What follows belongs to an exercise in optimizing a design on an open flow for small area, a short achievable clock period and few clock cycles per item; a production flow would make more cautious choices. Function was checked by simulation only, so behaviour that the tests miss may differ from the original. Power and IR drop assume default switching activity.

==> inputs of yarrow <==
Design ghmc_core, start of the top module:
module ghmc_core (
    input  wire         clk,
    input  wire         rst,             
    input  wire         in_valid,
    output wire         in_ready,
    input  wire [31:0]  in_cmd,
    input  wire [127:0] in_din,
    output wire         ciph_req_valid,
    output wire         ciph_req_dec,
    output wire [127:0] ciph_req_data,
    input  wire         ciph_resp_valid,
    input  wire [127:0] ciph_resp_data,
    output reg          out_valid,
    output reg  [7:0]   out_err,
    output wire [127:0] out_dout,
    output wire [127:0] out_chain,
    output wire [127:0] out_s,
    output wire [127:0] out_tag,
    output wire [7:0]   out_status,      
    output wire [11:0]  out_cfg          
);
clock: 6.0 ns
lec_check: 0
cap_margin: 20
core_margin: 2
core_utilization: 35
place_density: 0.5
setup_slack_margin: 3.0
slew_margin: 20
run.sh (not shown) runs the stock make flow with config.mk's settings and CLKGATE_MAP_FILE= SYNTH_SCRIPT=/design/flow/synth_recipe.tcl, a recipe that flattens the netlist after the stock synthesis.
==> nickel (differences from yarrow) <==
--- a/flow/design.v
+++ b/flow/design.v
@@ -254,12 +254,13 @@
     reg         creq;        
     reg         rdec;        
     reg         cpend;       
     reg         mrun;        
     reg         mdst;        
     reg [3:0]   kind;
+    reg         post;        
     reg         iv12;        
     reg [15:0]  bm;          
     reg [127:0] z;           
     reg [2:0]   mcnt;        
     assign in_ready       = !qv || (!busy && !qpend);
     assign ciph_req_valid = creq;
@@ -296,27 +297,17 @@
     wire [127:0] ksm   = ciph_resp_data & bm128;
     wire [127:0] o_blk = dout ^ ksm;
     wire         resp  = cpend && ciph_resp_valid;
     reg  [127:0] w_mask;
     always @* for (k = 0; k < 16; k = k + 1) w_mask[8*k +: 8] = {8{q_bm[k]}};
     wire [127:0] w_dinm  = qdin & w_mask;
-    reg  tdone;
-    wire t_k    = resp && kind == K_FIN && mrun;
-    wire t_dir  = resp && kind == K_FIN && !mrun;
-    wire t_post = busy && kind == K_FIN && !mrun && !cpend && !tdone;
-    wire [127:0] t_m = bmask(cfg_tlen[7:3]);
-    wire gstart = ok && op_start && w_mode == M_GCM;
-    wire [127:0] tag_nx =
-        ({128{!gstart && !t_k && !t_dir}} & (t_post ? t_m : {128{1'b1}}) & tag) ^
-        ({128{t_dir || t_post}} & t_m & s) ^
-        ({128{t_k}} & ciph_resp_data) ^ ({128{t_dir}} & t_m & ciph_resp_data);
     wire m_done_now = !mrun || mlast;
     wire c_done_now = !cpend || ciph_resp_valid;
     wire gcme_wait  = (kind == K_GCME) && cpend;    
     wire finish_now = busy && (
-        (kind == K_FIN)   ? tdone :
+        (kind == K_FIN)   ? (!mrun && !cpend && post) :
         (kind == K_IVEND) ? (!mrun) :
                             (m_done_now && c_done_now && !gcme_wait &&
                              !(resp && kind == K_GCME)));
     wire q_ok   = qv && !qpend && !qresp && !q_bad;
     wire earlyA = busy && resp && finish_now && q_ok &&
                   op_block && cfg_mode != M_CBC;
@@ -402,13 +393,13 @@
         if (rst) begin
             busy      <= 1'b0;
             creq      <= 1'b0;
             cpend     <= 1'b0;
             mrun      <= 1'b0;
             mlast     <= 1'b0;
-            tdone     <= 1'b0;
+            post      <= 1'b0;
             iv12      <= 1'b0;
             out_valid <= 1'b0;
             out_err   <= E_NONE;
             tagchk    <= 1'b0;
             tagok     <= 1'b0;
             cfg_dir   <= 1'b0;
@@ -422,12 +413,13 @@
                 out_valid <= 1'b1;
                 out_err   <= chk_err;
             end
             if (ok) begin
                 out_err <= E_NONE;
                 mdst    <= 1'b0;
+                post    <= 1'b0;
                 rdec    <= 1'b0;
                 bm      <= q_bm;
                 case (1'b1)
                     op_start: begin
                         cfg_dir  <= w_dir;
                         cfg_tlen <= (w_mode == M_GCM) ? w_tlen_eff : 8'd0;
@@ -550,16 +542,20 @@
                 mcnt <= mcnt + 1'b1;
                 if (mcnt == M - 2)
                     mlast <= 1'b1;
                 if (mlast)
                     mrun <= 1'b0;
             end
-            tdone <= t_dir || t_post;
-            if (tdone && cfg_dir) begin
-                tagchk <= 1'b1;
-                tagok  <= (tag == tagexp);
+            if (busy && kind == K_FIN && !mrun && !cpend) begin
+                post <= 1'b1;
+                if (!post)
+                    ;
+                else if (cfg_dir) begin
+                    tagchk <= 1'b1;
+                    tagok  <= (tag == tagexp);
+                end
             end
             if (finish_now) begin
                 busy      <= 1'b0;
                 out_valid <= 1'b1;
             end
             if (early) begin
@@ -674,12 +670,16 @@
         else      mdig <= (ok && op_mulref) ? d_nx[D-1:0] : s_nx[D-1:0];
     always @(posedge clk)
         qdin <= ({128{!accept}} & qdin) ^ ({128{accept}} & in_din) ^
                 ({128{qresp_now}} & ciph_resp_data);
     wire h_q    = ok && op_loadh;
     wire h_k    = resp && kind == K_GSTART;
+    wire gstart = ok && op_start && w_mode == M_GCM;
+    wire t_k    = resp && kind == K_FIN;
+    wire t_post = busy && kind == K_FIN && !mrun && !cpend && !post;
+    wire [127:0] t_m = bmask(cfg_tlen[7:3]);
     wire l_iv   = ok && op_iv;
     wire l_iv12 = ok && op_ivend && iv12;
     wire l_blk  = ok && op_block && cfg_mode == M_GCM;
     wire l_aad  = ok && op_aad;
     wire l_post = busy && kind == K_IVEND && !mrun;
     wire l_hi0  = gstart || l_iv12 || l_post;
@@ -689,13 +689,14 @@
         if (rst) begin
             h   <= 128'd0;
             tag <= 128'd0;
             lr  <= 160'd0;
         end else begin
             h   <= ({128{!h_q && !h_k}} & h) | ({128{h_q}} & qdin) | ({128{h_k}} & ciph_resp_data);
-            tag <= tag_nx;
+            tag <= ({128{!gstart && !t_k}} & (t_post ? t_m : {128{1'b1}}) & tag) ^
+                   ({128{t_post}} & t_m & s) ^ ({128{t_k}} & ciph_resp_data);
             lr[159:96] <= ({64{!l_hi0 && !l_iv && !l_aad}} & lr[159:96]) |
                           ({64{l_iv}} & w_dinm[127:64]) | ({64{l_aad}} & l_hi_add);
             lr[95:64]  <= ({32{!gstart && !l_iv && !l_iv12 && !l_post && !c_swap}} & lr[95:64]) |
                           ({32{l_iv}} & w_dinm[63:32]) | {31'd0, l_iv12} |
                           ({32{l_post}} & s[31:0]) | ({32{c_swap}} & chain[31:0]);
             lr[63:0]   <= ({64{!l_hi0 && !l_iv && !l_blk}} & lr[63:0]) |
--- a/flow/config.mk
+++ b/flow/config.mk
@@ -6,8 +6,8 @@
 export NUM_CORES = 4
 export LEC_CHECK = 0
 export CAP_MARGIN = 20
 export CORE_MARGIN = 2
 export CORE_UTILIZATION = 35
 export PLACE_DENSITY = 0.5
-export SETUP_SLACK_MARGIN = 3.0
+export SETUP_SLACK_MARGIN = 2.8
 export SLEW_MARGIN = 20
==> run notes <==
- nickel finished with timing, DRC and antenna clean. yarrow passed the timing, design-rule and antenna checks.
- In yarrow the maximum frequency is larger than in nickel, by about 9%.
- Against yarrow, the sequential share of layout area of nickel is higher by 0.55 points.
- In nickel the sequential power is lower than in yarrow, by about 1%.
- Die area is about the same in yarrow and nickel.
- Against yarrow, the worst hold slack of nickel is higher by 0.0021 ns.
- Utilization: nickel is lower than yarrow (2.0 points).
- Against yarrow, the register-to-register slack of nickel is lower by 0.31 ns.
- Against nickel, the cell area of yarrow is larger by about 4.6%.
==> figures <==
item                                                                         nickel               yarrow
Result of the run                                  no timing/DRC/antenna violations  no timing/DRC/antenna violations
Final min period                                                            3.57 ns              3.26 ns
Amount of wire on met3 after detailed routing                            104,000 um           113,000 um
Final clock skew                                                          0.0797 ns            0.0580 ns
Data required time of the worst path                                        6.84 ns              6.76 ns
Post-Layout Cell Count                                                       18,260               18,611
Clk Latency, worst-skew pair                                                0.95 ns              0.94 ns
Final period util                                                             59.5%                54.4%
Critical Path Fanout Max                                                          3                   30
Number of antenna violations at the first check in global routing                82                  121
Sequential cell area in the final layout                               0.0280 sq mm         0.0286 sq mm
Count of cells along the worst register-to-register path                          7                   11
Die height                                                                   550 um               550 um
Multi-input gate share of total cell area                                     56.9%                56.1%
CP Capture Point                                                   tagok$_SDFF_PP0_  dout[16]$_SDFF_PP0_
Sequential cell area share                                                    22.1%                21.6%
Total number of cells along the worst setup path                                  7                   11
Total area of multi-input combinational cells                          0.0719 sq mm         0.0742 sq mm
Testbench counts of yarrow, summed over its fixed seeds: cycles 7,120, items 680.
Testbench counts of nickel, summed over its fixed seeds: cycles 7,152, items 680.

## port drivers added, routing unchanged
The flow's constraints put no driver on any port. The routed layouts listed below were extracted and timed again, unchanged, in two steps.
Step 1 assumes that a clkbuf_16 drives the clock port and a buf_2 every other input.
Step 2 moves the port delays by t, midway between the first and last clock arrival at a register: inputs arrive t later, outputs are due t later. That takes back most of the time a late clock gives input paths.
Slacks: ideal ports / drivers / drivers and shift; pairs: ideal ports / drivers.
| run | t, ns | setup WS [ns] | clock arrival spread, ns |
|---|---|---|---|
| yarrow | 1.022 | 2.738 / 2.738 / 1.938 | 0.059 / 0.059 |
| nickel | 1.022 | 2.431 / 2.431 / 1.820 | 0.085 / 0.085 |
After both steps setup and hold are still met in every run listed. The setup slack of yarrow, which loses most, moves by 0.000 ns with the drivers and by -0.800 ns with both steps.
